This design comes from an exercise in tuning for small area, a short achievable clock period and few clock cycles per item on the open sky130 flow, not from production work.
Only simulation tests tie the RTL to the original design; equivalence was not proved.
Power and IR drop assume default switching activity.

<file path="flow/constraint.sdc">
create_clock -name core_clock -period 11.0 [get_ports {clk}]
set_input_delay 2.2000 -clock core_clock [delete_from_list [all_inputs] [get_ports {clk}]]
set_output_delay 2.2000 -clock core_clock [all_outputs]
set_load 0.01 [all_outputs]
</file>
<file path="flow/run.sh">
#!/bin/bash
# synth_recipe.tcl (not shown) runs the flow's synth.tcl, then flattens the netlist and writes it again
# the make line also repeats each setting of config.mk as NAME=value (left out here)
make -C /OpenROAD-flow-scripts/flow DESIGN_CONFIG=/design/flow/config.mk WORK_HOME=/design/flow/orfs CLKGATE_MAP_FILE= SYNTH_SCRIPT=/design/flow/synth_recipe.tcl finish
</file>
<file path="flow/config.mk">
export PLATFORM = sky130hd
export DESIGN_NAME = hdu_plane_dec
export DESIGN_NICKNAME = hdu_plane_dec
export VERILOG_FILES = /design/flow/design.v
export SDC_FILE = /design/flow/constraint.sdc
export NUM_CORES = 4
export LEC_CHECK = 0
export CAP_MARGIN = 20
export CORE_MARGIN = 2
export CORE_UTILIZATION = 30
export SETUP_SLACK_MARGIN = 5
export SLEW_MARGIN = 20
</file>
<file path="flow/design.v">
module hdu_plane_dec (
    input  wire        clk,
    input  wire        rst,           
    input  wire        tab_we,
    input  wire [4:0]  tab_addr,      
    input  wire [4:0]  tab_len,
    input  wire [15:0] tab_code,
    input  wire        start,
    input  wire [15:0] cfg_cols,
    input  wire [15:0] cfg_rows,
    input  wire [23:0] cfg_psize,     
    input  wire [15:0] cfg_seed,
    input  wire        in_valid,
    input  wire [7:0]  in_data,
    output wire        in_ready,
    output wire        out_valid,
    output wire [15:0] out_sample,
    input  wire        out_ready,
    output reg         done,
    output reg  [3:0]  err_cause,
    output reg  [2:0]  err_sub,
    output reg  [26:0] pos
);
    localparam NTAB = 20;
    localparam C_NONE  = 4'd0, C_TRUNC = 4'd3, C_TABLE = 4'd4, C_STREAM = 4'd5;
    localparam T_LEAF_ON_PATH = 3'd1, T_INTERNAL_AT_LEAF = 3'd2, T_DUPLICATE = 3'd3,
               T_BAD_LENGTH   = 3'd4, T_NO_SENTINEL      = 3'd5;
    localparam S_UNDEF_LEAF = 3'd1, S_ABSENT = 3'd2, S_BAD_SIZE = 3'd3,
               S_OVERFLOW   = 3'd4, S_BAD_SEED = 3'd5;
    localparam ST_IDLE = 3'd0,
               ST_CHK  = 3'd1,    
               ST_RDB  = 3'd2,    
               ST_RDL  = 3'd3,    
               ST_RCK  = 3'd4,    
               ST_RUN  = 3'd5,    
               ST_SER  = 3'd6,    
               ST_END  = 3'd7;    
    localparam K_SENT = 3'd0;
    reg [2:0]  state;
    reg [4:0]  tlen  [0:NTAB-1];
    reg [15:0] tcode [0:NTAB-1];
    reg        wq_we;
    reg [4:0]  wq_addr;
    reg [4:0]  wq_len;
    reg [39:0] buf_q;
    reg [5:0]  cnt;
    wire [15:0] win   = buf_q[39:24];
    wire [31:0] top32 = buf_q[39:8];
    reg [4:0]  chk_next;
    reg        evt;
    reg [2:0]  evt_kind;
    reg [4:0]  t;             
    reg [15:0]     wm;
    reg [NTAB-1:0] vq;
    reg        seed_ok, empty;
    reg [15:0] cols, col, rowrem;
    reg [23:0] rem;           
    reg        e_big, e_tr, e_ser;
    reg [4:0]  lsel_q;
    reg        s2_valid;
    reg [15:0] s2_v;          
    reg [4:0]  s2_s;
    reg [5:0]  s2_c;
    reg        s2_seedp;
    reg        s2_top;        
    reg [5:0]  pc;            
    reg        halt;          
    reg        o_valid;
    reg [15:0] o_sample;
    assign out_valid  = o_valid;
    assign out_sample = o_sample;
    function [15:0] top_mask(input [4:0] n);
        begin
            if (n >= 5'd16)
                top_mask = 16'hffff;
            else
                top_mask = ~(16'hffff >> n);
        end
    endfunction
    function [NTAB-1:0] thermo(input [4:0] n);
        integer i;
        begin
            for (i = 0; i < NTAB; i = i + 1)
                thermo[i] = (i < n);
        end
    endfunction
    function [NTAB-1:0] onehot(input [4:0] n);
        integer i;
        begin
            for (i = 0; i < NTAB; i = i + 1)
                onehot[i] = (i == n);
        end
    endfunction
    reg [NTAB-1:0] hit;
    integer k;
    always @(*) begin
        for (k = 0; k < NTAB; k = k + 1)
            hit[k] = (((tcode[k] ^ win) & top_mask(tlen[k]) & wm) == 16'd0) && vq[k];
    end
    wire any_hit = |hit;
    reg [4:0] lsel;
    reg [4:0] ssel;
    always @(*) begin
        lsel = 5'd0;
        ssel = 5'd0;
        for (k = 0; k < NTAB; k = k + 1) begin
            lsel = lsel | (hit[k] ? tlen[k] : 5'd0);
            ssel = ssel | (hit[k] ? k[4:0] : 5'd0);
        end
    end
    wire mchk = wq_we || (state == ST_RCK);
    wire [4:0] idx = wq_we ? wq_addr : chk_next;
    wire [2:0] ck_kind = (wq_len == 5'd0)  ? K_SENT :
                         (wq_len > 5'd16)  ? T_BAD_LENGTH :
                         (lsel < wq_len)   ? T_LEAF_ON_PATH :
                         (lsel == wq_len)  ? T_DUPLICATE : T_INTERNAL_AT_LEAF;
    wire       ck_evt  = (wq_len == 5'd0) || (wq_len > 5'd16) || any_hit;
    reg [5:0]  csel;
    reg        ok_c;
    reg [5:0]  ck;
    always @(*) begin
        csel = 6'd0;
        ok_c = 1'b0;
        for (k = 0; k < NTAB; k = k + 1) begin
            ck   = {1'b0, tlen[k]} + k;
            csel = csel | (hit[k] ? ck : 6'd0);
            if (k <= 16)
                ok_c = ok_c | (hit[k] && (ck <= cnt));
        end
    end
    wire [5:0] c      = csel;
    wire       big    = hit[17] | hit[18] | hit[19];
    wire       ok_l   = any_hit && ({1'b0, lsel} <= cnt);
    wire       exhausted = (rem == 24'd0);
    wire       last_col  = (col == cols);
    wire       last1     = last_col && (rowrem == 16'd1);
    wire [63:0] vsh   = {32'd0, top32} << c;
    wire [15:0] v_raw = vsh[47:32];
    wire        v_top = (ssel != 5'd0) && top32[5'd31 - lsel];
    wire [15:0] s_mask = ~(16'hffff << s2_s);
    wire [16:0] x      = s2_top ? {1'b0, s2_v & s_mask} : {1'b1, s2_v | ~s_mask};
    wire [15:0] pred   = s2_seedp ? 16'd512 : o_sample;
    wire [17:0] sum    = {2'b00, pred} + {x[16], x} + {17'd0, ~s2_top};
    wire        ovf    = sum[17:16] != 2'b00;
    wire s3_free = !o_valid || out_ready;
    wire s2_go   = s2_valid && s3_free && !halt;
    wire s2_free = !s2_valid || s3_free;
    wire fire = (state == ST_RUN) && ok_c && s2_free;
    wire go_ok = seed_ok && evt && (evt_kind == K_SENT) && !empty && (chk_next != 5'd0);
    assign in_ready = !exhausted &&
                      (((state == ST_RUN) && (cnt <= 6'd32)) || ((state == ST_CHK) && !wq_we && go_ok));
    wire take = in_ready && in_valid;
    reg [39:0] pre;
    integer j, b;
    always @(*) begin
        pre = buf_q;
        for (j = 0; j < 40; j = j + 1)
            for (b = 0; b < 8; b = b + 1)
                if (32 - j + b >= 0 && 32 - j + b <= 32)
                    if (take && cnt == 32 - j + b)
                        pre[j] = pre[j] | in_data[b];
    end
    wire [39:0] shifted = pre << c;
    wire end_ready = !o_valid || out_ready;
    always @(posedge clk) begin
        if (wq_we) begin
            tlen[wq_addr]  <= wq_len;
            tcode[wq_addr] <= win;
        end
    end
    always @(posedge clk) begin
        done <= 1'b0;
        wm   <= 16'hffff;
        if (s2_go) begin
            o_valid  <= !ovf;
            o_sample <= sum[15:0];
            pos      <= pos + {21'd0, s2_c};
            pc       <= s2_c;
        end else if (out_ready)
            o_valid  <= 1'b0;
        if (fire) begin
            s2_valid <= 1'b1;
            s2_v     <= v_raw;
            s2_s     <= ssel;
            s2_c     <= c;
            s2_top   <= v_top;
            s2_seedp <= (col[15:2] == 14'd0) && !(col[1] && col[0]);
        end else if (s2_go)
            s2_valid <= 1'b0;
        e_big  <= (state == ST_RUN) && ok_l && big;
        e_tr   <= (state == ST_RUN) && ok_l && !big && (c > cnt) && exhausted;
        e_ser  <= (state == ST_RUN) && !ok_l && (exhausted || cnt >= 6'd16);
        lsel_q <= lsel;
        if (state == ST_IDLE) begin
            if (tab_we)
                buf_q[39:24] <= tab_code << (5'd16 - tab_len);
        end else if (state == ST_CHK) begin
            buf_q <= {in_data & {8{take}}, 32'd0};
            cnt   <= take ? 6'd8 : 6'd0;
        end else if (state == ST_RDB) begin
            if (!any_hit)
                buf_q[39 - t] <= 1'b1;
        end else if (state == ST_RUN) begin
            buf_q <= fire ? shifted : pre;
            cnt   <= fire ? cnt + (take ? 6'd8 : 6'd0) - c : cnt + (take ? 6'd8 : 6'd0);
        end
        if (take)
            rem <= rem - 24'd1;
        wq_we   <= tab_we && (tab_addr < NTAB) && (state == ST_IDLE);
        if (state == ST_IDLE) begin
            wq_addr <= tab_addr;
            wq_len  <= tab_len;
        end
        if (state == ST_IDLE && tab_we) begin
            wm <= top_mask(tab_len);
            vq <= thermo(tab_addr);
        end
        if (mchk && (idx <= chk_next)) begin
            evt      <= ck_evt;
            evt_kind <= ck_kind;
            chk_next <= ck_evt ? idx : idx + 5'd1;
        end
        case (state)
        ST_IDLE: begin
            if (start) begin
                cols    <= cfg_cols;
                rowrem  <= cfg_rows;
                col     <= 16'd1;
                rem     <= cfg_psize;
                cnt     <= 6'd0;
                seed_ok <= (cfg_seed == 16'd512);
                empty   <= (cfg_rows == 16'd0) || (cfg_cols == 16'd0);
                pos     <= 27'd0;
                state   <= ST_CHK;
            end
        end
        ST_CHK: begin
            if (!wq_we) begin
                if (!seed_ok) begin
                    err_cause <= C_STREAM; err_sub <= S_BAD_SEED; pos <= 27'd0;
                    done <= 1'b1; state <= ST_IDLE;
                end else if (evt) begin
                    if (evt_kind != K_SENT) begin
                        err_cause <= C_TABLE; err_sub <= evt_kind; pos <= {22'd0, chk_next};
                        done <= 1'b1; state <= ST_IDLE;
                    end else if (empty) begin
                        err_cause <= C_NONE; err_sub <= 3'd0; pos <= 27'd0;
                        done <= 1'b1; state <= ST_IDLE;
                    end else if (chk_next == 5'd0) begin
                        err_cause <= C_STREAM; err_sub <= S_UNDEF_LEAF; pos <= 27'd0;
                        done <= 1'b1; state <= ST_IDLE;
                    end else begin
                        vq    <= thermo(chk_next);
                        state <= ST_RUN;
                    end
                end else if (chk_next == NTAB) begin
                    err_cause <= C_TABLE; err_sub <= T_NO_SENTINEL; pos <= NTAB;
                    done <= 1'b1; state <= ST_IDLE;
                end else begin
                    buf_q <= 40'd0;
                    t     <= 5'd0;
                    wm    <= top_mask(5'd1);
                    vq    <= onehot(chk_next);
                    state <= ST_RDB;
                end
            end
        end
        ST_RDB: begin
            t <= t + 5'd1;
            if (t == 5'd15)
                state <= ST_RDL;
            else
                wm <= top_mask(t + 5'd2);
        end
        ST_RDL: begin
            if (t == 5'd16) begin
                wq_len <= lsel;
                t      <= 5'd17;
            end else begin
                wm    <= top_mask(wq_len);
                vq    <= thermo(chk_next);
                state <= ST_RCK;
            end
        end
        ST_RCK: begin
            t <= 5'd0;
            if (ck_evt || chk_next == NTAB - 1)
                state <= ST_CHK;
            else begin
                buf_q <= 40'd0;
                wm    <= top_mask(5'd1);
                vq    <= onehot(chk_next + 5'd1);
                state <= ST_RDB;
            end
        end
        ST_RUN: begin
            if (fire) begin
                if (last_col) begin
                    col    <= 16'd1;
                    rowrem <= rowrem - 16'd1;
                end else
                    col <= col + 16'd1;
            end
            if (fire && last1) begin
                err_cause <= C_NONE; err_sub <= 3'd0; t <= 5'd0;
                state <= ST_END;
            end else if (e_big) begin
                err_cause <= C_STREAM; err_sub <= S_BAD_SIZE; t <= 5'd0;
                state <= ST_END;
            end else if (e_tr) begin
                err_cause <= C_TRUNC; err_sub <= 3'd0; t <= lsel_q;
                state <= ST_END;
            end else if (e_ser) begin
                t     <= 5'd0;
                wm    <= top_mask(5'd1);
                state <= ST_SER;
            end
        end
        ST_SER: begin
            if (exhausted && {1'b0, t} == cnt) begin
                err_cause <= C_TRUNC; err_sub <= 3'd0;
                state <= ST_END;
            end else if (!any_hit) begin
                err_cause <= C_STREAM; err_sub <= S_ABSENT;
                state <= ST_END;
            end else begin
                t  <= t + 5'd1;
                wm <= top_mask(t + 5'd2);
            end
        end
        ST_END: begin
            if (halt) begin
                pos      <= pos - {21'd0, pc};
                halt     <= 1'b0;
                s2_valid <= 1'b0;
                done     <= 1'b1;
                state    <= ST_IDLE;
            end else if (end_ready && !s2_valid) begin
                pos   <= pos + {22'd0, t};
                done  <= 1'b1;
                state <= ST_IDLE;
            end
        end
        endcase
        if (s2_go && ovf) begin
            err_cause <= C_STREAM; err_sub <= S_OVERFLOW;
            halt  <= 1'b1;
            state <= ST_END;
        end
        if (rst) begin
            state    <= ST_IDLE;
            done     <= 1'b0;
            o_valid  <= 1'b0;
            s2_valid <= 1'b0;
            halt     <= 1'b0;
            wq_we    <= 1'b0;
            chk_next <= 5'd0;
            evt      <= 1'b0;
        end
    end
endmodule
</file>
==> results of run 1 <==
## cells by family after synthesis
logic type               after synthesis  synth area share (%)
XOR/XNOR                             478                  8.16
other                                  1               0.00730
adder cells (fa/ha/maj)              263                  6.48
buffers and inverters                617                  5.60
AO/OA/AOI/OAI                       1594                  20.9
AND/OR/NAND/NOR                     1716                  16.3
flip-flops                           700                  37.7
multiplexers                         246                  4.90
## registers in the layout, indices dropped and copies added (netlist names), 20 cells and up
register / flops
rem: 24
buf_q: 40
pos: 27
tlen: 100
vq: 20
tcode: 320
## power groups by stage
stage | combinational, mW | clock [mW] | sequential, mW
6_report | 6.99 | 2.94 | 3.82
5_1_grt | 7.29 | 3.06 | 3.84
4_1_cts | 6.73 | 2.98 | 3.80
3_5_place_dp | 6.67 | 0 | 3.85
3_3_place_gp | 6.71 | 0 | 3.85
2_1_floorplan | 4.10 | 0 | 3.71
## routing by layer
metal	wire length, µm	share of wire [%]	vias to the layer above
li1	-	-	21000
met1	96600	41	23700
met5	41	0.017	-
met3	22100	9.4	686
met4	15100	6.4	6
met2	102000	43	2938
## cell type report
| type | count | share of cell area (%) |
|---|---|---|
| Tap cell | 2218 | 4.77 |
| Multi-Input combinational cell | 4298 | 50.7 |
| Sequential cell | 700 | 33.3 |
| Clock inverter | 54 | 0.990 |
| Inverter | 230 | 1.51 |
| Clock buffer | 107 | 3.91 |
| Timing Repair Buffer | 303 | 4.78 |
## timing repair
item	in CTS	in global routing
buffers inserted	2	4
pin swaps	1	0
hold endpoints to repair	0	0
endpoints found under the setup margin	117	77
gates resized for setup	39	35
## through the flow
stage | setup slack (ns) | utilization [%] | hold slack [ns] | power, mW | area (µm²)
final | 4.94 | 34.2 | 0.490 | 13.8 | 58200
after global routing | 4.93 | 34.2 | 0.497 | 14.2 | 58200
after CTS | 5.00 | 34.1 | 0.486 | 13.5 | 58000
after detailed placement | 3.83 | 32.4 | 0.460 | 10.5 | 55000
after global placement | 3.69 | 32.3 | 0.454 | 10.6 | 54900
after floorplan | 5.99 | - | 0.431 | 7.81 | 51400
## cells in the final DEF (no fill, tap or decap), types with 106 or more instances in the layout
cell type / instances
a21oi_1: 329
a22oi_1: 106
buf_4: 121
clkdlybuf4s50_1: 163
dfxtp_1: 148
edfxtp_1: 534
ha_1: 255
inv_1: 218
mux2i_1: 208
nand2_1: 510
nand3_1: 190
nor2_1: 368
nor3_1: 125
o21ai_0: 317
xnor2_1: 130
xor2_1: 347
## final timing paths
| check | startpoint | endpoint | slack [ns] | cells after the start |
|---|---|---|---|---|
| hold reg to reg | pos[26] | pos[26] | 0.49 | 1 |
| setup reg to reg | buf_q[32] | buf_q[38] | 5.01 | 17 |
| setup / recovery | in_data[1] | buf_q[30] | 4.94 | 13 |
| hold / removal | pos[26] | pos[26] | 0.49 | 1 |
## worst max-delay path: stages
cell and delay [ns]:
clkdlybuf4s50_1 0.78, a21boi_0 0.41, nand2_1 0.14, o21ai_1 0.26, o21ai_0 0.17, a221oi_1 0.55, o21ai_0 0.29, mux2i_1 0.48
o22ai_1 0.16, a211oi_1 0.39, o22ai_1 0.15, nor3_1 0.46, o32ai_1 0.16
==> impl_metrics.ini, run 1 <==
[grt]
gr-usage-met3_pct = 5.52
overflow = 0
met2_usage_pct = 39.9
grt_pass1_vias = 46000
use_met1_pct = 34.5
grt_max_degree = 70
track_usage_pct = 26.1
grt_pass1_wl_um = 336000
top_usage_layer = met2
antenna_found_initial = 11

[routing]
drt_iter0_drc = 6791
ant_nets = 0
firstDrtPassIters = 9
num_vias = 48400
drt-total-wl_um = 236000
wire_per_inst_um = 29.8
drc = 0
viasPerCell = 6.11

[place]
dp_hpwl_um = 167000
gp_congestion = 1.04
port_buffers = 163
place_inst = 7743

[logic_synthesis]
async_reset_ff_share_pct = 0
synth.top_cells.by_area = edfxtp_1 31%, dfxtp_1 6.5%, ha_1 6.2%, xor2_1 5.9%, mux2i_1 4.1%
yosys_most_used_dff = edfxtp_1
yosysWarnings = 1
synth_nets = 5988
yosysMostFrequentCell = edfxtp_1
synthTopCellsByCount = 534 x edfxtp_1, 514 x nand2_1, 389 x nor2_1, 347 x xor2_1, 329 x a21oi_1
yosys.area.top_type_share_pct = 31.2
synth_top_area_cell = edfxtp_1
yosysSeqAreaShare_pct = 37.7
synth_edf_count = 534
synth_cell_types = 110
ys_ff_latch = 700
postSynthAreaPerCell_um2 = 9.15
syn_area_um2 = 51400
synth_cells = 5615

[timing]
finalSetupViolations = 0
post-route-min-period_ns = 6.06
worst_pin_slew_ns = 1.14
maxSlewHeadroom_pct = 23.9
fmax_mhz = 165
grt_setup_unrepaired = true
tns_ns = 0
slew_viol_final = 0
finClkSkew_ns = 0.0683
hold_viol_final = 0
fin_crit_sh_pct = 55.1

[finish]
n_fill_cell = 17300
nets = 5992
multi_input_area_um2 = 29500
n_antenna_cell = 0
drive_gt1_share_pct = 8.38
synthToLayoutAreaGrowth_pct = 13.1
layout.cells.non_filler = 7910
ff_latch_area_um2 = 19400

[setup_path]
cp_data_arrival_time_ns = 6.61
path_class = in -> reg
cp-start-kind = input port
crit_required_ns = 11.55
critPathMaxFanout = 14
crit_path_end_kind = flip-flop

[cts]
htree_levels = 3
clkSinkCount = 700
cts_root_buf = clkbuf_16
cts_tree = yes
max-clock-path-buffers = 3
cts_hold_buf = 0
cts_buffers = 86
clk_pin_slew_ns = 0.06
clock_latency_ns = 0.75

[power]
p_int_mw = 7.09
combPwrFrac_pct = 50.8
clkPwrFrac_pct = 21.4
seqPwrFrac_pct = 27.7
swShare_pct = 48.4
irDropWorstVdd_v = 0.000214
p_switching_mw = 6.66
power_density_nw_per_um2 = 236
power_leakage_nw = 21.4

[floorplan]
io_pins = 165
dieArea_um2 = 175000
core-area_um2 = 170000
chipHeight_um = 418
std_cell_rows = 151
initial_core_util_pct = 30.3
die-width_um = 418

[flow_run]
cap_violations = 0

[outcome]
status = complete, no violations

[hold_path]
holdCritPathClass = reg -> reg
Testbench counts, summed over its fixed seeds: cycles 18,469, samples 16,047.
==> run 2, diff against run 1 <==
--- a/flow/design.v
+++ b/flow/design.v
@@ -162,6 +162,9 @@
     end
     wire [39:0] shifted = pre << c;
     wire end_ready = !o_valid || out_ready;
+    wire [26:0] pos_step = halt     ? ~{21'd0, pc} + 27'd1 :
+                           s2_valid ? {21'd0, s2_c} : {22'd0, t};
+    wire [26:0] pos_next = pos + pos_step;
     always @(posedge clk) begin
         if (wq_we) begin
             tlen[wq_addr]  <= wq_len;
@@ -174,7 +177,7 @@
         if (s2_go) begin
             o_valid  <= !ovf;
             o_sample <= sum[15:0];
-            pos      <= pos + {21'd0, s2_c};
+            pos      <= pos_next;
             pc       <= s2_c;
         end else if (out_ready)
             o_valid  <= 1'b0;
@@ -330,13 +333,13 @@
         end
         ST_END: begin
             if (halt) begin
-                pos      <= pos - {21'd0, pc};
+                pos      <= pos_next;
                 halt     <= 1'b0;
                 s2_valid <= 1'b0;
                 done     <= 1'b1;
                 state    <= ST_IDLE;
             end else if (end_ready && !s2_valid) begin
-                pos   <= pos + {22'd0, t};
+                pos   <= pos_next;
                 done  <= 1'b1;
                 state <= ST_IDLE;
             end
--- a/flow/config.mk
+++ b/flow/config.mk
@@ -7,6 +7,6 @@
 export LEC_CHECK = 0
 export CAP_MARGIN = 20
 export CORE_MARGIN = 2
-export CORE_UTILIZATION = 30
+export CORE_UTILIZATION = 50
 export SETUP_SLACK_MARGIN = 5
 export SLEW_MARGIN = 20
==> run 2 against run 1 <==
Against the previous run: global-route usage increased by 14 points; fmax decreased by 0.66%; largest cell class unchanged; via count increased by 0.20%; critical path depth increased by 3; sequential power increased by 2%; non-clock buffer count increased by 13; flip-flop and latch count unchanged; clock power decreased by 3%; worst hold slack got worse by 0.026 ns; combinational power decreased by 2%; synthesized area about the same; sequential share of layout area increased by 0.57 points.
==> impl_metrics.ini, run 2 <==
[outcome]
status = complete, no violations

[hold_path]
holdCritPathClass = reg -> reg

[grt]
antenna_found_initial = 7
overflow = 0
track_usage_pct = 40.2
grt_pass1_vias = 44600
grt_pass1_wl_um = 315000
grt_max_degree = 65

[setup_path]
cp-start-kind = flip-flop
critPathMaxFanout = 26
path_class = reg -> reg
crit_path_end_kind = flip-flop
cp_data_arrival_time_ns = 6.63
crit_required_ns = 11.53

[timing]
grt_setup_unrepaired = true
slew_viol_final = 0
finClkSkew_ns = 0.0295
hold_viol_final = 0
whs_ns = 0.463
fmax_mhz = 164
post-route-min-period_ns = 6.10
finalSetupViolations = 0
finalWorstSetupSlack_ns = 4.90
fin_crit_sh_pct = 55.5
maxSlewHeadroom_pct = 16.4
tns_ns = 0
worst_pin_slew_ns = 1.25

[place]
pre_cts_slack_ns = 4.48
gp_congestion = 1.11
port_buffers = 163
dp_hpwl_um = 155000

[floorplan]
chipHeight_um = 325
io_pins = 165
core-area_um2 = 102000
dieArea_um2 = 105000
die-width_um = 325
initial_core_util_pct = 50.5
std_cell_rows = 117

[cts]
cts_hold_buf = 0
htree_levels = 3
cts_root_buf = clkbuf_16
clk_pin_slew_ns = 0.06
clock_latency_ns = 0.69
cts_buffers = 81
max-clock-path-buffers = 3
cts_tree = yes
clkSinkCount = 700

[flow_run]
cap_violations = 0

[power]
power_density_nw_per_um2 = 238
total_power_mw = 13.6
irDropWorstVdd_v = 0.000214
power_leakage_nw = 21.5

[logic_synthesis]
synth_edf_count = 534
yosysMostFrequentCell = edfxtp_1
synth_top_area_cell = edfxtp_1
async_reset_ff_share_pct = 0
postSynthAreaPerCell_um2 = 9.30
synth.top_cells.by_area = edfxtp_1 31%, ha_1 6.5%, dfxtp_1 6.5%, xor2_1 5.4%, mux2i_1 4.5%
yosysSeqAreaShare_pct = 37.6
syn_area_um2 = 51400
yosysWarnings = 1
synthTopCellsByCount = 534 x edfxtp_1, 465 x nand2_1, 386 x nor2_1, 318 x a21oi_1, 317 x xor2_1
synth_cell_types = 116
synth_nets = 5911
ys_ff_latch = 700
yosys_most_used_dff = edfxtp_1
synth_cells = 5529
yosys.area.top_type_share_pct = 31.2

[finish]
reg.largest.list = tcode x320, tlen x100, buf_q x40
regMostFlops = tcode
synthToLayoutAreaGrowth_pct = 11.3
largest_register_ffs = 320
final_common_cell = edfxtp_1
post-route-util_pct = 56.2
layout_common_cells = 534 x edfxtp_1, 464 x nand2_1, 364 x nor2_1
drive_gt1_share_pct = 8.35
nets = 5931

[routing]
wire_per_inst_um = 31.6
drc = 0
drt_iter0_drc = 7521
viasPerCell = 6.94
firstDrtPassIters = 9
ant_nets = 0
num_vias = 48500
drt-total-wl_um = 221000
[run 2: cell count changes in the layout (fill, tap and decap cells not counted), moves of 15 or more]
| cell | previous run | this run |
|---|---|---|
| a211o_1 | 16 | 31 |
| nand2_1 | 510 | 464 |
| mux2i_1 | 208 | 229 |
| nand4_1 | 75 | 90 |
| o221ai_1 | 43 | 19 |
| buf_4 | 121 | 140 |
| a22oi_1 | 106 | 161 |
| and3_1 | 54 | 34 |
| a22o_1 | 33 | 50 |
| nor3_1 | 125 | 93 |
| nor2b_1 | 78 | 62 |
| o21ai_0 | 317 | 277 |
| xor2_1 | 347 | 317 |
[run 2: metrics by stage]
stage / area (µm²) / instances
after floorplan: 51400 / 5529
after global placement: 54100 / 6819
after detailed placement: 54100 / 6819
after CTS: 56900 / 6971
after global routing: 57200 / 6984
final: 57200 / 6985
[run 2: logic make-up after synthesis]
kind of cell	Yosys count	synth area share (%)
DFF	700	37.6
and+or+nand+nor	1608	15.2
muxes	268	5.48
AOI/OAI and AO/OA	1620	21.8
other	1	0.00729
buffers and inverters	603	5.35
xor gates and xnor gates	458	7.84
adders and majority gates	271	6.65
[run 2: worst paths after layout]
path              startpoint   endpoint  slack [ns]  cells past startpoint
setup / recovery   buf_q[34]  buf_q[13]        4.90                     16
setup reg to reg   buf_q[34]  buf_q[13]        4.90                     16
hold reg to reg      pos[22]    pos[22]        0.46                      2
hold / removal       pos[22]    pos[22]        0.46                      2
[run 2: timing repair]
action	CTS	global route
gates resized for setup	13	47
cloned	0	1
setup buffers	3	11
pin swaps	0	4
setup endpoints to repair	62	91
[run 2: routing by layer]
layer | wire length, µm | global-route usage, % | up-vias
met4 | 14200 | 22.4 | 8
met2 | 92100 | 58.1 | 3313
met3 | 26000 | 9.57 | 683
met1 | 88700 | 55.0 | 23500
met5 | 83 | 0 | -
li1 | - | - | 20900
[run 2: critical path, stage by stage (launching register included)]
cell      delay [ns]
dfxtp_2         0.64
buf_4           0.54
xor2_1          0.21
o211ai_1        0.11
o211ai_1        0.18
a221o_1         0.25
nor3_1          0.07
buf_4           0.20
or4_4           0.60
or4_4           0.47
nor4_4          0.26
buf_4           0.30
nand2_1         0.22
nor2_1          0.46
nand2_1         0.36
a21oi_1         0.82
o22ai_1         0.23
[run 2: area by class of cell]
cell class / count / area [µm²]
timing repair buffer: 316 / 2860
sequential: 700 / 19400
fill: 9301 / 44700
clock inverter: 48 / 597
tap: 1368 / 1710
clock buffer: 101 / 2150
multi-input combinational: 4227 / 29600
antenna: 2 / 5.00
inverter: 223 / 853
[run 2: power breakdown]
part | leakage, nW | total (mW) | internal, mW | switching (mW)
Sequential | 6.24 | 3.89 | 3.39 | 0.500
Combinational | 13.9 | 6.88 | 2.07 | 4.81
Clock | 1.32 | 2.86 | 1.64 | 1.22
Total | 21.5 | 13.6 | 7.11 | 6.53
Testbench counts of run 2, summed over its fixed seeds: cycles 18,469, samples 16,047.
==> run 3, diff against run 2 <==
--- a/flow/design.v
+++ b/flow/design.v
@@ -55,6 +55,9 @@
     reg        seed_ok, empty;
     reg [15:0] cols, col, rowrem;
     reg [23:0] rem;           
+    reg        rem_z;         
+    reg [7:0]  ib;            
+    reg        ib_v;
     reg        e_big, e_tr, e_ser;
     reg [4:0]  lsel_q;
     reg        s2_valid;
@@ -131,7 +134,7 @@
     wire [5:0] c      = csel;
     wire       big    = hit[17] | hit[18] | hit[19];
     wire       ok_l   = any_hit && ({1'b0, lsel} <= cnt);
-    wire       exhausted = (rem == 24'd0);
+    wire       exhausted = rem_z && !ib_v;
     wire       last_col  = (col == cols);
     wire       last1     = last_col && (rowrem == 16'd1);
     wire [63:0] vsh   = {32'd0, top32} << c;
@@ -147,8 +150,10 @@
     wire s2_free = !s2_valid || s3_free;
     wire fire = (state == ST_RUN) && ok_c && s2_free;
     wire go_ok = seed_ok && evt && (evt_kind == K_SENT) && !empty && (chk_next != 5'd0);
-    assign in_ready = !exhausted &&
-                      (((state == ST_RUN) && (cnt <= 6'd32)) || ((state == ST_CHK) && !wq_we && go_ok));
+    wire merge = ib_v && (cnt <= 6'd32);
+    assign in_ready = !rem_z &&
+                      (((state == ST_RUN) && (!ib_v || (cnt <= 6'd32))) ||
+                       ((state == ST_CHK) && !wq_we && go_ok));
     wire take = in_ready && in_valid;
     reg [39:0] pre;
     integer j, b;
@@ -157,8 +162,8 @@
         for (j = 0; j < 40; j = j + 1)
             for (b = 0; b < 8; b = b + 1)
                 if (32 - j + b >= 0 && 32 - j + b <= 32)
-                    if (take && cnt == 32 - j + b)
-                        pre[j] = pre[j] | in_data[b];
+                    if (merge && cnt == 32 - j + b)
+                        pre[j] = pre[j] | ib[b];
     end
     wire [39:0] shifted = pre << c;
     wire end_ready = !o_valid || out_ready;
@@ -168,7 +173,7 @@
     always @(posedge clk) begin
         if (wq_we) begin
             tlen[wq_addr]  <= wq_len;
-            tcode[wq_addr] <= win;
+            tcode[wq_addr] <= buf_q[23:8];
         end
     end
     always @(posedge clk) begin
@@ -195,8 +200,10 @@
         e_ser  <= (state == ST_RUN) && !ok_l && (exhausted || cnt >= 6'd16);
         lsel_q <= lsel;
         if (state == ST_IDLE) begin
-            if (tab_we)
+            if (tab_we) begin
                 buf_q[39:24] <= tab_code << (5'd16 - tab_len);
+                buf_q[23:8]  <= tab_code << (5'd16 - tab_len);
+            end
         end else if (state == ST_CHK) begin
             buf_q <= {in_data & {8{take}}, 32'd0};
             cnt   <= take ? 6'd8 : 6'd0;
@@ -205,10 +212,17 @@
                 buf_q[39 - t] <= 1'b1;
         end else if (state == ST_RUN) begin
             buf_q <= fire ? shifted : pre;
-            cnt   <= fire ? cnt + (take ? 6'd8 : 6'd0) - c : cnt + (take ? 6'd8 : 6'd0);
+            cnt   <= fire ? cnt + (merge ? 6'd8 : 6'd0) - c : cnt + (merge ? 6'd8 : 6'd0);
         end
-        if (take)
-            rem <= rem - 24'd1;
+        if (take) begin
+            rem   <= rem - 24'd1;
+            rem_z <= (rem == 24'd1);
+        end
+        if (state == ST_RUN && take) begin
+            ib   <= in_data;
+            ib_v <= 1'b1;
+        end else if (merge && state == ST_RUN)
+            ib_v <= 1'b0;
         wq_we   <= tab_we && (tab_addr < NTAB) && (state == ST_IDLE);
         if (state == ST_IDLE) begin
             wq_addr <= tab_addr;
@@ -230,6 +244,8 @@
                 rowrem  <= cfg_rows;
                 col     <= 16'd1;
                 rem     <= cfg_psize;
+                rem_z   <= (cfg_psize == 24'd0);
+                ib_v    <= 1'b0;
                 cnt     <= 6'd0;
                 seed_ok <= (cfg_seed == 16'd512);
                 empty   <= (cfg_rows == 16'd0) || (cfg_cols == 16'd0);
--- a/flow/config.mk
+++ b/flow/config.mk
@@ -7,6 +7,6 @@
 export LEC_CHECK = 0
 export CAP_MARGIN = 20
 export CORE_MARGIN = 2
-export CORE_UTILIZATION = 50
+export CORE_UTILIZATION = 30
 export SETUP_SLACK_MARGIN = 5
 export SLEW_MARGIN = 20
==> run 3 against run 2 <==
Against the previous run: total power down 2.4%; utilization down 22 points; combinational power down 8.3%; synthesized area down 0.49%; synthesized cell count down 0.74%; still clean on timing, DRC and antenna; first-iteration DRC count up 2.0%; critical endpoint is now buf_q[34]; largest power group unchanged.
==> impl_metrics.ini, run 3 <==
[logic_synthesis]
synth.top_cells.by_area = edfxtp_1 32%, ha_1 6.6%, dfxtp_1 6.6%, xor2_1 5.4%, mux2i_1 4.7%
yosys_most_used_dff = edfxtp_1
yosysWarnings = 1
synth_top_area_cell = edfxtp_1
synth_edf_count = 542
async_reset_ff_share_pct = 0
postSynthAreaPerCell_um2 = 9.32
synth_cell_types = 113
syn_area_um2 = 51200
yosys.area.top_type_share_pct = 31.8
synth_nets = 5874
yosysMostFrequentCell = edfxtp_1
yosysSeqAreaShare_pct = 38.4
ys_ff_latch = 710
synthTopCellsByCount = 542 x edfxtp_1, 475 x nand2_1, 363 x nor2_1, 348 x a21oi_1, 313 x xor2_1
synth_cells = 5488

[flow_run]
cap_violations = 0

[power]
p_int_mw = 7.02
power_density_nw_per_um2 = 229
irDropWorstVdd_v = 0.000141
total_power_mw = 13.3
clkPwrFrac_pct = 22.7
combPwrFrac_pct = 47.4
power_leakage_nw = 21.1
swShare_pct = 47.3
seqPwrFrac_pct = 29.9
p_switching_mw = 6.30

[timing]
tns_ns = 0
fmax_mhz = 165
fin_crit_sh_pct = 55.0
hold_viol_final = 0
slew_viol_final = 0
maxSlewHeadroom_pct = 18.5
whs_ns = 0.502
finalWorstSetupSlack_ns = 4.95
worst_pin_slew_ns = 1.21
grt_setup_unrepaired = true
finClkSkew_ns = 0.0651
post-route-min-period_ns = 6.05
finalSetupViolations = 0

[floorplan]
chipHeight_um = 417
dieArea_um2 = 174000
die-width_um = 417
io_pins = 165
core-area_um2 = 169000
initial_core_util_pct = 30.2
std_cell_rows = 151

[finish]
reg.largest.list = tcode x320, tlen x100, buf_q x40
largest_register_ffs = 320
layout.cells.non_filler = 7811
post-route-util_pct = 34.4
final_area_um2 = 58200
synthToLayoutAreaGrowth_pct = 13.8
nets = 5904
n_fill_cell = 17100
drive_gt1_share_pct = 8.34
multi_input_area_um2 = 29100
regMostFlops = tcode
ff_latch_area_um2 = 19700
layout_common_cells = 542 x edfxtp_1, 471 x nand2_1, 346 x a21oi_1
final_common_cell = edfxtp_1

[setup_path]
cp_data_arrival_time_ns = 6.62
worst_path_most_repeated_cell = buf_4
crit_path_start = buf_q[39]
worst_path_max_delay_cell = a2111oi_0
crit_cells = 18
crit_path_end_kind = flip-flop
cp-start-kind = flip-flop
r2r_end = buf_q[34]
critPathMaxFanout = 20
crit_required_ns = 11.57
worstPathCellList = buf_4 > buf_4 > xor2_1 > a22o_1 > a21oi_1 > o22a_1 > nand3_1 > buf_4 > o2111ai_1 > a2111oi_0 > and4b_1 > buf_4 > inv_2 > nor2_4 > nand2_1 > o22ai_1 > o211a_1 > o31ai_1
endpoint = buf_q[34]
r2r-start = buf_q[39]
cpPeakStageDelay_ns = 0.63
ff2ff_path_depth = 18
path_class = reg -> reg
cp.buffers_inverters = 5
path_delay_family = compound AO/OA/AOI/OAI gates
regToRegSetupSlack_ns = 4.95

[grt]
grt_pass1_vias = 45900
track_usage_pct = 26.2
overflow = 0
antenna_found_initial = 20
grt_max_degree = 102
grt_pass1_wl_um = 335000

[routing]
drt_iter0_drc = 7668
firstDrtPassIters = 9
wire_per_inst_um = 30.5
num_vias = 49000
viasPerCell = 6.27
drt-total-wl_um = 239000
ant_nets = 0
drc = 0

[cts]
htree_levels = 3
max-clock-path-buffers = 3
cts_buffers = 84
cts_tree = yes
cts_root_buf = clkbuf_16
clk_pin_slew_ns = 0.07
clkSinkCount = 710
clock_latency_ns = 0.74

[place]
place_inst = 7632
gp_congestion = 1.05
pre_cts_slack_ns = 4.34
port_buffers = 163
dp_hpwl_um = 165000
placed_cell_area_um2 = 54900

[hold_path]
holdCritPathClass = reg -> reg

[outcome]
status = complete, no violations
-- run 3: cell count changes after synthesis, moves of 11 or more --
cell	delta
o21ai_0	+29
buf_4	-11
nand3_1	-16
a21boi_0	+12
nand4_1	-27
nor2_1	-23
a21o_1	-21
xnor2_1	+12
o22ai_1	-15
and3_1	+21
a31oi_1	+20
a21oi_1	+30
a22oi_1	-85
-- run 3: power groups by stage --
stage	registers [mW]	logic, mW	clock network [mW]
6_report	3.99	6.31	3.02
5_1_grt	3.99	6.49	3.14
4_1_cts	3.96	5.94	3.04
3_5_place_dp	4.01	5.91	0
3_3_place_gp	4.00	5.91	0
2_1_floorplan	3.75	3.61	0
-- run 3: timing repair --
action | CTS | global route
setup buffers | 3 | 10
cloned | 0 | 1
setup endpoints to repair | 69 | 93
hold buffers | 0 | 0
resized for setup | 18 | 37
pin swaps | 2 | 3
-- run 3: cells by family (layout without fill, tap and decap cells) --
| group | after synthesis | count (layout) | share of synthesized area, % |
|---|---|---|---|
| AOI/OAI and AO/OA | 1586 | 1586 | 21.0 |
| xor gates and xnor gates | 466 | 466 | 8.02 |
| adders and majority gates | 276 | 276 | 6.80 |
| buffers and inverters | 598 | 699 | 5.32 |
| DFF | 710 | 710 | 38.4 |
| muxes | 278 | 278 | 5.61 |
| other | 1 | 5 | 0.00733 |
| and+or+nand+nor | 1573 | 1573 | 14.9 |
-- run 3: worst register-to-register path, stage by stage, from the launching register on --
cell       delay, ns
dfxtp_2         0.53
buf_4           0.35
buf_4           0.39
xor2_1          0.27
a22o_1          0.20
a21oi_1         0.05
o22a_1          0.23
nand3_1         0.11
buf_4           0.25
o2111ai_1       0.27
a2111oi_0       0.63
and4b_1         0.29
buf_4           0.34
inv_2           0.40
nor2_4          0.60
nand2_1         0.36
o22ai_1         0.31
o211a_1         0.20
o31ai_1         0.12
-- run 3: cell type report --
cell class              count  share of cell area, %
clock inverters            54                   1.13
flip-flops and latches    710                   33.8
repair buffers            321                   4.99
clock buffers             103                   3.94
well taps                2218                   4.76
multi-input cells        4180                   49.9
inverters                 221                   1.45
diodes                      4                 0.0172
-- run 3: layer usage --
metal | track usage [%] | up-vias | routed length, µm
met5 | 0 | - | 60
met4 | 16.0 | 10 | 16700
met3 | 6.63 | 833 | 28500
met2 | 39.4 | 3697 | 102000
met1 | 33.8 | 23800 | 91000
li1 | - | 20700 | -
-- run 3: worst min-delay path by stage --
stage,depth (start not counted),start,end
after floorplan,0,s2_c[0],pc[0]
after global placement,0,s2_c[0],pc[0]
after detailed placement,0,s2_c[0],pc[0]
after CTS,0,s2_c[5],pc[5]
after global routing,0,s2_c[0],pc[0]
final,2,pos[13],pos[13]
Testbench counts of run 3, summed over its fixed seeds: cycles 18,543, samples 16,047.
==> run 4, diff against run 3 <==
--- a/flow/design.v
+++ b/flow/design.v
@@ -119,20 +119,17 @@
                          (lsel == wq_len)  ? T_DUPLICATE : T_INTERNAL_AT_LEAF;
     wire       ck_evt  = (wq_len == 5'd0) || (wq_len > 5'd16) || any_hit;
     reg [5:0]  csel;
-    reg        ok_c;
     reg [5:0]  ck;
     always @(*) begin
         csel = 6'd0;
-        ok_c = 1'b0;
         for (k = 0; k < NTAB; k = k + 1) begin
             ck   = {1'b0, tlen[k]} + k;
             csel = csel | (hit[k] ? ck : 6'd0);
-            if (k <= 16)
-                ok_c = ok_c | (hit[k] && (ck <= cnt));
         end
     end
     wire [5:0] c      = csel;
     wire       big    = hit[17] | hit[18] | hit[19];
+    wire       ok_c   = any_hit && !big && (c <= cnt);
     wire       ok_l   = any_hit && ({1'b0, lsel} <= cnt);
     wire       exhausted = rem_z && !ib_v;
     wire       last_col  = (col == cols);
@@ -186,14 +183,16 @@
             pc       <= s2_c;
         end else if (out_ready)
             o_valid  <= 1'b0;
-        if (fire) begin
-            s2_valid <= 1'b1;
+        if (state == ST_RUN && s2_free) begin
             s2_v     <= v_raw;
             s2_s     <= ssel;
             s2_c     <= c;
             s2_top   <= v_top;
             s2_seedp <= (col[15:2] == 14'd0) && !(col[1] && col[0]);
-        end else if (s2_go)
+        end
+        if (fire)
+            s2_valid <= 1'b1;
+        else if (s2_go)
             s2_valid <= 1'b0;
         e_big  <= (state == ST_RUN) && ok_l && big;
         e_tr   <= (state == ST_RUN) && ok_l && !big && (c > cnt) && exhausted;
==> flow/flow/run.sh (new file) <==
#!/bin/bash
# The standard layout (the standard.sh, unchanged synthesis, floorplan,
# placement, CTS and routing), with only the resizer's setup-repair margin
# raised so that repair_timing keeps improving paths below the clock period.
set -euo pipefail
MARGIN=6.5
grep -q 'SETUP_SLACK_MARGIN=' standard.sh
sed "s/SETUP_SLACK_MARGIN=[0-9.]*/SETUP_SLACK_MARGIN=${MARGIN}/" standard.sh > standard_margin.sh
bash standard_margin.sh > flow_make.log 2>&1
test -f out/final.def
==> flow/standard.sh (new file) <==
#!/bin/bash
# synth_recipe.tcl (not shown) runs the flow's synth.tcl, then flattens the netlist and writes it again
# the make line also repeats each setting of config.mk as NAME=value (left out here)
make -C /OpenROAD-flow-scripts/flow DESIGN_CONFIG=/design/flow/config.mk WORK_HOME=/design/flow/orfs CLKGATE_MAP_FILE= SYNTH_SCRIPT=/design/flow/synth_recipe.tcl "${@:-finish}"
--- a/flow/config.mk
+++ b/flow/config.mk
@@ -7,6 +7,6 @@
 export LEC_CHECK = 0
 export CAP_MARGIN = 20
 export CORE_MARGIN = 2
-export CORE_UTILIZATION = 30
+export CORE_UTILIZATION = 40
 export SETUP_SLACK_MARGIN = 5
 export SLEW_MARGIN = 20
removed: flow/run.sh
==> run 4 against run 3 <==
Against the previous run: sequential power decreased by 14%; final cell count shrank 4.8%; fmax rose by 7.4%; global-route usage increased by 9.5 points; die area is 27% lower; still clean.
==> impl_metrics.ini, run 4 <==
[outcome]
status = complete, no violations

[grt]
overflow = 0
track_usage_pct = 35.7
grt_pass1_vias = 46600
antenna_found_initial = 13
grt_max_degree = 68
grt_pass1_wl_um = 331000

[cts]
cts_buffers = 85
clock_latency_ns = 0.73
cts_root_buf = clkbuf_16
htree_levels = 3
max-clock-path-buffers = 3
cts_hold_buf = 0
clk_pin_slew_ns = 0.06
cts_tree = yes
clkSinkCount = 710

[routing]
drt_iter0_drc = 8334
drt-total-wl_um = 235000
drc = 0
ant_nets = 0
firstDrtPassIters = 10
num_vias = 49500
viasPerCell = 6.66
wire_per_inst_um = 31.6

[timing]
fmax_mhz = 178
fin_crit_sh_pct = 51.2
slew_viol_final = 0
post-route-min-period_ns = 5.63
grt_setup_unrepaired = true
finClkSkew_ns = 0.0472
finalWorstSetupSlack_ns = 5.37
tns_ns = 0
worst_pin_slew_ns = 1.21
hold_viol_final = 0
finalSetupViolations = 0
maxSlewHeadroom_pct = 18.3

[finish]
nets = 6014
reg.largest.list = tcode x320, tlen x100, buf_q x40
drive_gt1_share_pct = 22.2
largest_register_ffs = 320
post-route-util_pct = 50.9
n_fill_cell = 11300
layout_common_cells = 542 x edfxtp_1, 425 x nand2_1, 396 x buf_4
final_common_cell = edfxtp_1
final_area_um2 = 62700
synthToLayoutAreaGrowth_pct = 26.6
regMostFlops = tcode

[flow_run]
cap_violations = 0

[place]
dp_hpwl_um = 151000
placed_cell_area_um2 = 52600
pre_cts_slack_ns = 3.28
gp_congestion = 1.05
port_buffers = 163

[logic_synthesis]
yosys_most_used_dff = edfxtp_1
yosysMostFrequentCell = edfxtp_1
synth.top_cells.by_area = edfxtp_1 33%, dfxtp_1 6.8%, xor2_1 5.5%, ha_1 4.2%, mux2i_1 4.1%
synthTopCellsByCount = 542 x edfxtp_1, 437 x nand2_1, 371 x nor2_1, 316 x a21oi_1, 311 x xor2_1
yosys.area.top_type_share_pct = 32.9
ys_ff_latch = 710
yosysWarnings = 1
yosysSeqAreaShare_pct = 39.6
synth_top_area_cell = edfxtp_1
synth_edf_count = 542
synth_cell_types = 110
synth_cells = 5286
postSynthAreaPerCell_um2 = 9.37
synth_nets = 5568
syn_area_um2 = 49500
async_reset_ff_share_pct = 0

[floorplan]
die-width_um = 356
initial_core_util_pct = 40.2
std_cell_rows = 129
chipHeight_um = 356
io_pins = 165
core-area_um2 = 123000
dieArea_um2 = 127000

[setup_path]
path_class = reg -> reg
worstPathCellList = inv_2 > ha_2 > a211o_1 > o211ai_1 > nor4_4 > and3_4 > buf_6 > a222oi_1 > and4b_4 > nand2_8 > ha_4 > nor2b_4 > o21a_1 > o21a_1 > o21a_1 > o21a_1 > o22ai_2 > nand3_2 > a31oi_4 > and3_4 > or3_4 > nor2_4 > a2111oi_4 > buf_4
crit_required_ns = 11.42
cpPeakStageDelay_ns = 0.50
ff2ff_path_depth = 24
crit_path_end_kind = flip-flop
worst_path_most_repeated_cell = o21a_1
worst_path_max_delay_cell = edfxtp_1
cp_data_arrival_time_ns = 6.05
cp-start-kind = flip-flop
critPathMaxFanout = 7

[power]
power_density_nw_per_um2 = 158
irDropWorstVdd_v = 0.000202
power_leakage_nw = 23.2
total_power_mw = 9.91

[hold_path]
hold-path-cell-count = 0
holdCritPathClass = reg -> reg
run 4: changes by cell type after synthesis, sizes merged, moves of 15 or more:
cell | before | now
or3 | 39 | 55
o21a | 46 | 29
o21ai | 319 | 299
a21oi | 349 | 317
inv | 218 | 198
mux2 | 33 | 48
nand2 | 475 | 439
a22oi | 77 | 114
and2 | 24 | 40
mux2i | 242 | 204
ha | 270 | 166
a222oi | 21 | 38
run 4: kinds of logic (layout without fill, tap and decap cells):
family | Yosys count | after routing | share of synthesized area [%]
AOI/OAI and AO/OA | 1528 | 1528 | 21.2
xor gates and xnor gates | 459 | 459 | 8.16
adders and majority gates | 170 | 170 | 4.35
buffers and inverters | 586 | 1096 | 5.72
DFF | 710 | 710 | 39.6
muxes | 253 | 253 | 5.26
other | 1 | 3 | 0.00757
and+or+nand+nor | 1579 | 1583 | 15.7
run 4: what timing repair did:
item                                    4_1_cts  5_1_grt
cloned                                       24        1
resized for setup                           565      226
buffers inserted                            322       95
endpoints found under the setup margin      183      153
hold endpoints to repair                      0        0
pin swaps                                   135      149
run 4: critical path: cells and delay by family, from the launching register on:
| family | cells | cell delay, ns |
|---|---|---|
| flip-flops | 1 | 0.50 |
| AND/OR/NAND/NOR | 9 | 1.58 |
| adder cells (fa/ha/maj) | 2 | 0.45 |
| buffers and inverters | 3 | 0.43 |
| AO/OA/AOI/OAI | 10 | 2.34 |
run 4: final timing paths:
| check | to | from | slack (ns) |
|---|---|---|---|
| max reg2reg | t[2] | tlen[18][1] | 5.37 |
| min | pc[5] | s2_c[5] | 0.46 |
| min reg2reg | pc[5] | s2_c[5] | 0.46 |
| max | t[2] | tlen[18][1] | 5.37 |
run 4: layer usage:
metal / up-vias / wire length [µm] / global-route usage, %
met3: 991 / 28200 / 8.99
met1: 23900 / 86500 / 44.9
met5: - / 125 / 0.264
met2: 3789 / 101000 / 54.6
met4: 14 / 18800 / 22.7
li1: 20800 / - / -
run 4: power by group:
part	switching (mW)	internal [mW]
Combinational	2.35	1.25
Clock	1.25	1.63
Sequential	0.273	3.15
run 4: final cells by class:
type                            instances  area, µm²  share of cell area, %
Sequential cell                       710      19800                   31.5
Timing Repair inverter                  2       13.8                 0.0219
Antenna cell                            2       5.00                0.00798
Inverter                              198        812                   1.29
Tap cell                             1637       2050                   3.26
Multi-Input combinational cell       3994      29800                   47.5
Clock buffer                          110       2310                   3.69
Timing Repair Buffer                  741       7560                   12.0
Clock inverter                         45        452                  0.720
run 4: per-stage QoR:
step | hold WS [ns] | cells
2_1_floorplan | 0.426 | 5286
3_3_place_gp | 0.446 | 6838
3_5_place_dp | 0.441 | 6840
4_1_cts | 0.460 | 7341
5_1_grt | 0.472 | 7437
6_report | 0.459 | 7439
Testbench counts of run 4, summed over its fixed seeds: cycles 18,543, samples 16,047.
==> run 5, diff against run 4 <==
--- a/flow/design.v
+++ b/flow/design.v
@@ -50,8 +50,9 @@
     reg        evt;
     reg [2:0]  evt_kind;
     reg [4:0]  t;             
-    reg [15:0]     wm;
-    reg [NTAB-1:0] vq;
+    reg [4:0]      wl;        
+    reg [4:0]      vi;        
+    reg            vo;
     reg        seed_ok, empty;
     reg [15:0] cols, col, rowrem;
     reg [23:0] rem;           
@@ -94,6 +95,8 @@
                 onehot[i] = (i == n);
         end
     endfunction
+    wire [15:0]     wm = top_mask(wl);
+    wire [NTAB-1:0] vq = vo ? onehot(vi) : thermo(vi);
     reg [NTAB-1:0] hit;
     integer k;
     always @(*) begin
@@ -175,7 +178,7 @@
     end
     always @(posedge clk) begin
         done <= 1'b0;
-        wm   <= 16'hffff;
+        wl   <= 5'd16;
         if (s2_go) begin
             o_valid  <= !ovf;
             o_sample <= sum[15:0];
@@ -228,8 +231,8 @@
             wq_len  <= tab_len;
         end
         if (state == ST_IDLE && tab_we) begin
-            wm <= top_mask(tab_len);
-            vq <= thermo(tab_addr);
+            wl <= tab_len;
+            vi <= tab_addr; vo <= 1'b0;
         end
         if (mchk && (idx <= chk_next)) begin
             evt      <= ck_evt;
@@ -268,7 +271,7 @@
                         err_cause <= C_STREAM; err_sub <= S_UNDEF_LEAF; pos <= 27'd0;
                         done <= 1'b1; state <= ST_IDLE;
                     end else begin
-                        vq    <= thermo(chk_next);
+                        vi    <= chk_next; vo <= 1'b0;
                         state <= ST_RUN;
                     end
                 end else if (chk_next == NTAB) begin
@@ -277,8 +280,8 @@
                 end else begin
                     buf_q <= 40'd0;
                     t     <= 5'd0;
-                    wm    <= top_mask(5'd1);
-                    vq    <= onehot(chk_next);
+                    wl    <= 5'd1;
+                    vi    <= chk_next; vo <= 1'b1;
                     state <= ST_RDB;
                 end
             end
@@ -288,15 +291,15 @@
             if (t == 5'd15)
                 state <= ST_RDL;
             else
-                wm <= top_mask(t + 5'd2);
+                wl <= t + 5'd2;
         end
         ST_RDL: begin
             if (t == 5'd16) begin
                 wq_len <= lsel;
                 t      <= 5'd17;
             end else begin
-                wm    <= top_mask(wq_len);
-                vq    <= thermo(chk_next);
+                wl    <= wq_len;
+                vi    <= chk_next; vo <= 1'b0;
                 state <= ST_RCK;
             end
         end
@@ -306,8 +309,8 @@
                 state <= ST_CHK;
             else begin
                 buf_q <= 40'd0;
-                wm    <= top_mask(5'd1);
-                vq    <= onehot(chk_next + 5'd1);
+                wl    <= 5'd1;
+                vi    <= chk_next + 5'd1; vo <= 1'b1;
                 state <= ST_RDB;
             end
         end
@@ -330,7 +333,7 @@
                 state <= ST_END;
             end else if (e_ser) begin
                 t     <= 5'd0;
-                wm    <= top_mask(5'd1);
+                wl    <= 5'd1;
                 state <= ST_SER;
             end
         end
@@ -343,7 +346,7 @@
                 state <= ST_END;
             end else begin
                 t  <= t + 5'd1;
-                wm <= top_mask(t + 5'd2);
+                wl <= t + 5'd2;
             end
         end
         ST_END: begin
==> run 5 against run 4 <==
Against the previous run: synthesized area is 5.2% lower; sequential share of layout area is 0.081 points lower; via count is 1.8% lower; worst hold slack worse by 0.0041 ns; clock skew is 0.013 ns lower; clock power is 2% higher; wire length is 6.0% higher; register-to-register slack worse by 0.25 ns; sequential power is 5% lower; first-iteration DRC count is 2.6% lower; die area is 5.2% lower; largest power group unchanged.
==> impl_metrics.ini, run 5 <==
[routing]
drt_iter0_drc = 8115
drc = 0
num_vias = 48600
firstDrtPassIters = 10
wire_per_inst_um = 35.2
drt-total-wl_um = 249000
viasPerCell = 6.87
ant_nets = 0

[cts]
clk_pin_slew_ns = 0.07
htree_levels = 3
cts_buffers = 81
max-clock-path-buffers = 3
cts_hold_buf = 0
clock_latency_ns = 0.69
cts_tree = yes
clkSinkCount = 685
cts_root_buf = clkbuf_16

[setup_path]
ff2ff_path_depth = 31
crit_path_end_kind = flip-flop
cpPeakStageDelay_ns = 0.63
crit_required_ns = 11.51
regToRegSetupSlack_ns = 5.12
cp-start-kind = flip-flop
path_class = reg -> reg
critPathMaxFanout = 6
r2r-start = tlen[3][1]
cp_data_arrival_time_ns = 6.39
worst_path_max_delay_cell = or4_4
r2r_end = buf_q[2]

[power]
power_leakage_nw = 21.7
p_int_mw = 6.98
seqPwrFrac_pct = 26.4
clkPwrFrac_pct = 23.9
irDropWorstVdd_v = 0.000142
swShare_pct = 43.4
combPwrFrac_pct = 49.7
power_density_nw_per_um2 = 201
p_switching_mw = 5.34

[finish]
drive_gt1_share_pct = 24.0
layout_common_cells = 542 x edfxtp_1, 445 x buf_4, 342 x nand2_1
synthToLayoutAreaGrowth_pct = 30.4
nets = 5751
layout.cells.non_filler = 7078
reg.largest.list = tcode x320, tlen x100, buf_q x40
n_fill_cell = 10500
post-route-util_pct = 52.6
regMostFlops = tcode
final_common_cell = edfxtp_1
largest_register_ffs = 320

[hold_path]
hold-path-cell-count = 0
min_to = pc[4]
holdCritPathClass = reg -> reg
hold_start = s2_c[4]

[outcome]
status = complete, no violations

[logic_synthesis]
synth_edf_count = 542
yosys.area.top_type_share_pct = 34.7
synth_top_area_cell = edfxtp_1
yosysWarnings = 1
yosysSeqAreaShare_pct = 40.8
synth_cell_types = 110
syn_area_um2 = 47000
synth.top_cells.by_area = edfxtp_1 35%, dfxtp_1 6.1%, xnor2_1 6.1%, mux2i_1 4.3%, ha_1 4.2%
synth_cells = 4955
postSynthAreaPerCell_um2 = 9.48
yosys_most_used_dff = edfxtp_1
synthTopCellsByCount = 542 x edfxtp_1, 376 x nand2_1, 326 x xnor2_1, 316 x nor2_1, 303 x a21oi_1
yosysMostFrequentCell = edfxtp_1
async_reset_ff_share_pct = 0
synth_nets = 5229
ys_ff_latch = 685

[grt]
overflow = 0
grt_max_degree = 68
grt_pass1_wl_um = 343000
track_usage_pct = 39.7
grt_pass1_vias = 45100
antenna_found_initial = 18

[timing]
worst_pin_slew_ns = 1.20
slew_viol_final = 0
whs_ns = 0.455
fin_crit_sh_pct = 53.5
fmax_mhz = 170
maxSlewHeadroom_pct = 20.0
finalSetupViolations = 0
grt_setup_unrepaired = true
finalWorstSetupSlack_ns = 5.12
tns_ns = 0
post-route-min-period_ns = 5.88
hold_viol_final = 0
finClkSkew_ns = 0.0338

[place]
dp_hpwl_um = 164000
port_buffers = 163
place_inst = 6439
gp_congestion = 1.08
pre_cts_slack_ns = 2.52

[floorplan]
initial_core_util_pct = 40.3
io_pins = 165
core-area_um2 = 116000
chipHeight_um = 347
dieArea_um2 = 120000
std_cell_rows = 125
die-width_um = 347

[flow_run]
cap_violations = 0
-- run 5: routing by layer --
metal | vias to the layer above | track usage, % | wire (µm)
li1 | 19900 | - | -
met1 | 23400 | 51.2 | 92900
met2 | 4089 | 56.7 | 100000
met3 | 1188 | 13.5 | 34600
met4 | 26 | 25.0 | 20700
met5 | - | 0 | 390
-- run 5: cell type report --
cell class / instances / area, µm² / share of cell area (%)
inverter: 180 / 769 / 1.26
sequential: 685 / 19200 / 31.4
clock buffer: 93 / 2170 / 3.54
timing repair buffer: 790 / 7970 / 13.0
clock inverter: 56 / 654 / 1.07
timing repair inverter: 1 / 8.76 / 0.0143
tap: 1524 / 1910 / 3.11
multi-input combinational: 3738 / 28500 / 46.5
antenna: 11 / 27.5 / 0.0450
-- run 5: per-stage QoR --
step	area, µm²	power, mW
5_1_grt	61200	12.5
3_5_place_dp	50400	7.67
4_1_cts	59100	11.6
6_report	61200	12.3
3_3_place_gp	50400	7.70
2_1_floorplan	47300	5.76
-- run 5: critical path: cells and delay by family (launching register included) --
family	cells	cell delay [ns]
simple gates	10	1.86
flops	1	0.48
compound gates	8	1.47
fa+ha+maj	3	0.65
buf+inv	10	1.23
-- run 5: how the worst max path moves through the flow --
| stage | startpoint | to | slack, ns | cells past startpoint |
|---|---|---|---|---|
| after floorplan | tlen[4][1] | rowrem[0] | 5.20 | 26 |
| after global placement | wl[2] | rowrem[3] | 2.70 | 20 |
| after detailed placement | wl[1] | rowrem[3] | 2.52 | 21 |
| after CTS | tlen[6][1] | err_sub[0] | 5.46 | 28 |
| after global routing | wl[1] | buf_q[33] | 5.07 | 32 |
| final | tlen[3][1] | buf_q[2] | 5.12 | 31 |
-- run 5: repair_timing --
item	in CTS	in global routing
pin swaps	160	146
gates resized for setup	595	279
endpoints found under the setup margin	172	194
cloned	24	2
setup buffers	338	114
-- run 5: kinds of logic (layout without fill, tap and decap cells) --
logic type | Yosys count | count (layout) | synth area share, %
fa+ha+maj | 162 | 162 | 4.38
flops | 685 | 685 | 40.8
buf+inv | 535 | 1120 | 4.93
mux | 242 | 242 | 5.30
xor+xnor | 460 | 460 | 8.58
other cells | 1 | 12 | 0.00799
compound gates | 1416 | 1417 | 20.8
simple gates | 1454 | 1456 | 15.2
-- run 5: power groups by stage --
stage	Combinational (mW)	Sequential [mW]	Clock, mW
2_1_floorplan	2.50	3.25	0
3_3_place_gp	4.30	3.40	0
3_5_place_dp	4.26	3.41	0
4_1_cts	5.44	3.24	2.95
5_1_grt	6.16	3.26	3.05
6_report	6.12	3.25	2.95
Testbench counts of run 5, summed over its fixed seeds: cycles 18,543, samples 16,047.
==> run 6, diff against run 5 <==
==> flow/run.sh (new file) <==
#!/bin/bash
# synth_recipe.tcl (not shown) runs the flow's synth.tcl, then flattens the netlist and writes it again
# the make line also repeats each setting of config.mk as NAME=value (left out here)
make -C /OpenROAD-flow-scripts/flow DESIGN_CONFIG=/design/flow/config.mk WORK_HOME=/design/flow/orfs CLKGATE_MAP_FILE= SYNTH_SCRIPT=/design/flow/synth_recipe.tcl finish
removed: flow/flow/run.sh
removed: flow/standard.sh
==> run 6 against run 5 <==
Against the previous run: still clean on timing, DRC and antenna; sequential share of layout area up 3.5 points; synthesized cell count unchanged; fmax down 2.1%; wire length down 5.6%; utilization down 5.4 points; via count down 5.8%; clock power about the same; worst hold slack worse by 0.0016 ns; register-to-register slack worse by 0.12 ns; critical path type unchanged; critical endpoint is now buf_q[39]; largest cell class unchanged.
==> impl_metrics.ini, run 6 <==
[power]
combPwrFrac_pct = 43.2
power_density_nw_per_um2 = 202
p_int_mw = 6.28
swShare_pct = 43.5
p_switching_mw = 4.83
clkPwrFrac_pct = 26.8
irDropWorstVdd_v = 0.000124
total_power_mw = 11.1
seqPwrFrac_pct = 29.9
power_leakage_nw = 19.2

[place]
placed_cell_area_um2 = 50200
place_inst = 6433
gp_congestion = 1.13
port_buffers = 163
dp_hpwl_um = 161000

[logic_synthesis]
synthTopCellsByCount = 542 x edfxtp_1, 376 x nand2_1, 326 x xnor2_1, 316 x nor2_1, 303 x a21oi_1
postSynthAreaPerCell_um2 = 9.48
async_reset_ff_share_pct = 0
yosysMostFrequentCell = edfxtp_1
yosysWarnings = 1
synth.top_cells.by_area = edfxtp_1 35%, dfxtp_1 6.1%, xnor2_1 6.1%, mux2i_1 4.3%, ha_1 4.2%
synth_cells = 4955
yosys.area.top_type_share_pct = 34.7
synth_top_area_cell = edfxtp_1
synth_cell_types = 110
ys_ff_latch = 685
yosys_most_used_dff = edfxtp_1
yosysSeqAreaShare_pct = 40.8
synth_nets = 5229
syn_area_um2 = 47000
synth_edf_count = 542

[grt]
antenna_found_initial = 16
overflow = 0
grt_max_degree = 68
track_usage_pct = 37.6
grt_pass1_vias = 42900
grt_pass1_wl_um = 325000

[timing]
finClkSkew_ns = 0.0526
hold_viol_final = 0
worst_pin_slew_ns = 1.20
fin_crit_sh_pct = 54.6
slew_viol_final = 0
grt_setup_unrepaired = true
tns_ns = 0
post-route-min-period_ns = 6.00
maxSlewHeadroom_pct = 19.2
finalSetupViolations = 0
fmax_mhz = 167

[finish]
drive_gt1_share_pct = 12.5
synthToLayoutAreaGrowth_pct = 17.1
regMostFlops = tcode
nets = 5398
layout_common_cells = 542 x edfxtp_1, 371 x nand2_1, 326 x xnor2_1
largest_register_ffs = 320
layout.cells.non_filler = 6722
reg.largest.list = tcode x320, tlen x100, buf_q x40
final_area_um2 = 55000
final_common_cell = edfxtp_1

[cts]
cts_buffers = 82
clkSinkCount = 685
cts_tree = yes
max-clock-path-buffers = 3
cts_root_buf = clkbuf_16
clk_pin_slew_ns = 0.06
clock_latency_ns = 0.71
htree_levels = 3

[routing]
drc = 0
num_vias = 45800
ant_nets = 0
viasPerCell = 6.81
drt_iter0_drc = 6910
wire_per_inst_um = 35.0
drt-total-wl_um = 235000
firstDrtPassIters = 10

[setup_path]
crit_required_ns = 11.56
crit_path_end_kind = flip-flop
cp-start-kind = flip-flop
critPathMaxFanout = 29
cp_data_arrival_time_ns = 6.56
path_class = reg -> reg

[hold_path]
holdCritPathClass = reg -> reg

[floorplan]
std_cell_rows = 125
initial_core_util_pct = 40.3
io_pins = 165
die-width_um = 347
dieArea_um2 = 120000
core-area_um2 = 116000
chipHeight_um = 347

[outcome]
status = complete, no violations

[flow_run]
cap_violations = 0
run 6: cell counts after synthesis:
Identical to the previous run, type by type.
run 6: worst paths after layout:
check	to	depth (start not counted)	slack, ns	from
max	buf_q[39]	18	5.00	buf_q[29]
min	pc[2]	0	0.45	s2_c[2]
max reg2reg	buf_q[39]	18	5.00	buf_q[29]
min reg2reg	pc[2]	0	0.45	s2_c[2]
run 6: per-layer routing:
layer | up-vias | global-route usage [%] | routed length, µm
met5 | - | 0 | 45
met4 | 6 | 28.5 | 21400
met3 | 1043 | 9.66 | 25800
met2 | 3396 | 57.5 | 102000
met1 | 22200 | 45.5 | 85600
li1 | 19200 | - | -
run 6: logic make-up after synthesis:
kind of cell             synth area share, %
adder cells (fa/ha/maj)                 4.38
buffers and inverters                   4.93
other                                0.00799
flip-flops                              40.8
AND/OR/NAND/NOR                         15.2
AO/OA/AOI/OAI                           20.8
XOR/XNOR                                8.58
multiplexers                            5.30
run 6: final cells by class:
cell class	count	area, µm²
Antenna cell	8	20.0
Sequential cell	685	19200
Fill cell	11200	61400
Timing Repair Buffer	437	4040
Clock inverter	54	727
Tap cell	1524	1910
Clock buffer	96	2150
Inverter	180	683
Multi-Input combinational cell	3738	26300
run 6: repair_timing:
| item | in CTS | in global routing |
|---|---|---|
| setup endpoints to repair | 124 | 95 |
| pin swaps | 23 | 23 |
| hold buffers | 0 | 0 |
| cloned | 5 | 1 |
| gates resized for setup | 112 | 68 |
| buffers inserted | 66 | 56 |
run 6: stage by stage:
step	setup WS, ns	util (%)	hold WS [ns]
2_1_floorplan	5.02	-	0.426
6_report	5.00	47.3	0.453
3_3_place_gp	2.83	43.1	0.440
3_5_place_dp	2.65	43.1	0.439
4_1_cts	5.01	46.5	0.453
5_1_grt	4.91	47.2	0.475
run 6: critical path: stages (launching register included):
cell       delay, ns
dfxtp_2         0.38
clkbuf_8        0.48
xor2_1          0.53
nand3_1         0.34
a21oi_1         0.25
nor4_2          0.07
buf_4           0.20
a22o_4          0.25
nor4_4          0.22
buf_6           0.21
nand2_8         0.06
buf_4           0.17
inv_2           0.59
mux2i_1         0.38
a22o_1          0.35
a221oi_1        0.74
a2111oi_2       0.21
o211ai_1        0.27
a21oi_1         0.09
run 6: power groups by stage:
stage	Combinational, mW	Sequential [mW]	Clock [mW]
after floorplan	2.47	3.25	0
after detailed placement	4.26	3.39	0
after global routing	4.86	3.34	3.09
after CTS	4.44	3.33	2.99
final	4.81	3.33	2.98
after global placement	4.29	3.38	0

[afterwards: timing with drivers on the ports]
The results above use ideal ports. As a check the final layouts listed here were re-extracted and re-timed, cells and wires unchanged.
Step 1, drivers: a clkbuf_16 drives clk and a buf_2 each remaining input, both assumed.
Step 2 also shifts input and output timing later by t, the mid clock arrival at the registers, as if the neighbouring blocks saw the same clock.
a / b / c = ideal ports / drivers / drivers and shift; a / b = the first two.
run | t (ns) | setup slack, ns | worst slew at a driven data input, ns
run 1 | 0.791 | 4.936 / 4.987 / 4.196 | 0.07
run 2 | 0.752 | 4.896 / 4.896 / 4.698 | 0.06
run 3 | 0.791 | 4.953 / 4.938 / 4.659 | 0.11
run 4 | 0.781 | 5.371 / 5.371 / 4.774 | 0.13
run 5 | 0.748 | 5.120 / 5.120 / 4.825 | 0.17
run 6 | 0.756 | 4.996 / 4.996 / 4.412 | 0.19
After both steps every run listed still meets setup and hold. The setup slack of run 1, which loses most, moves by +0.051 ns with the drivers and by -0.740 ns with both steps.
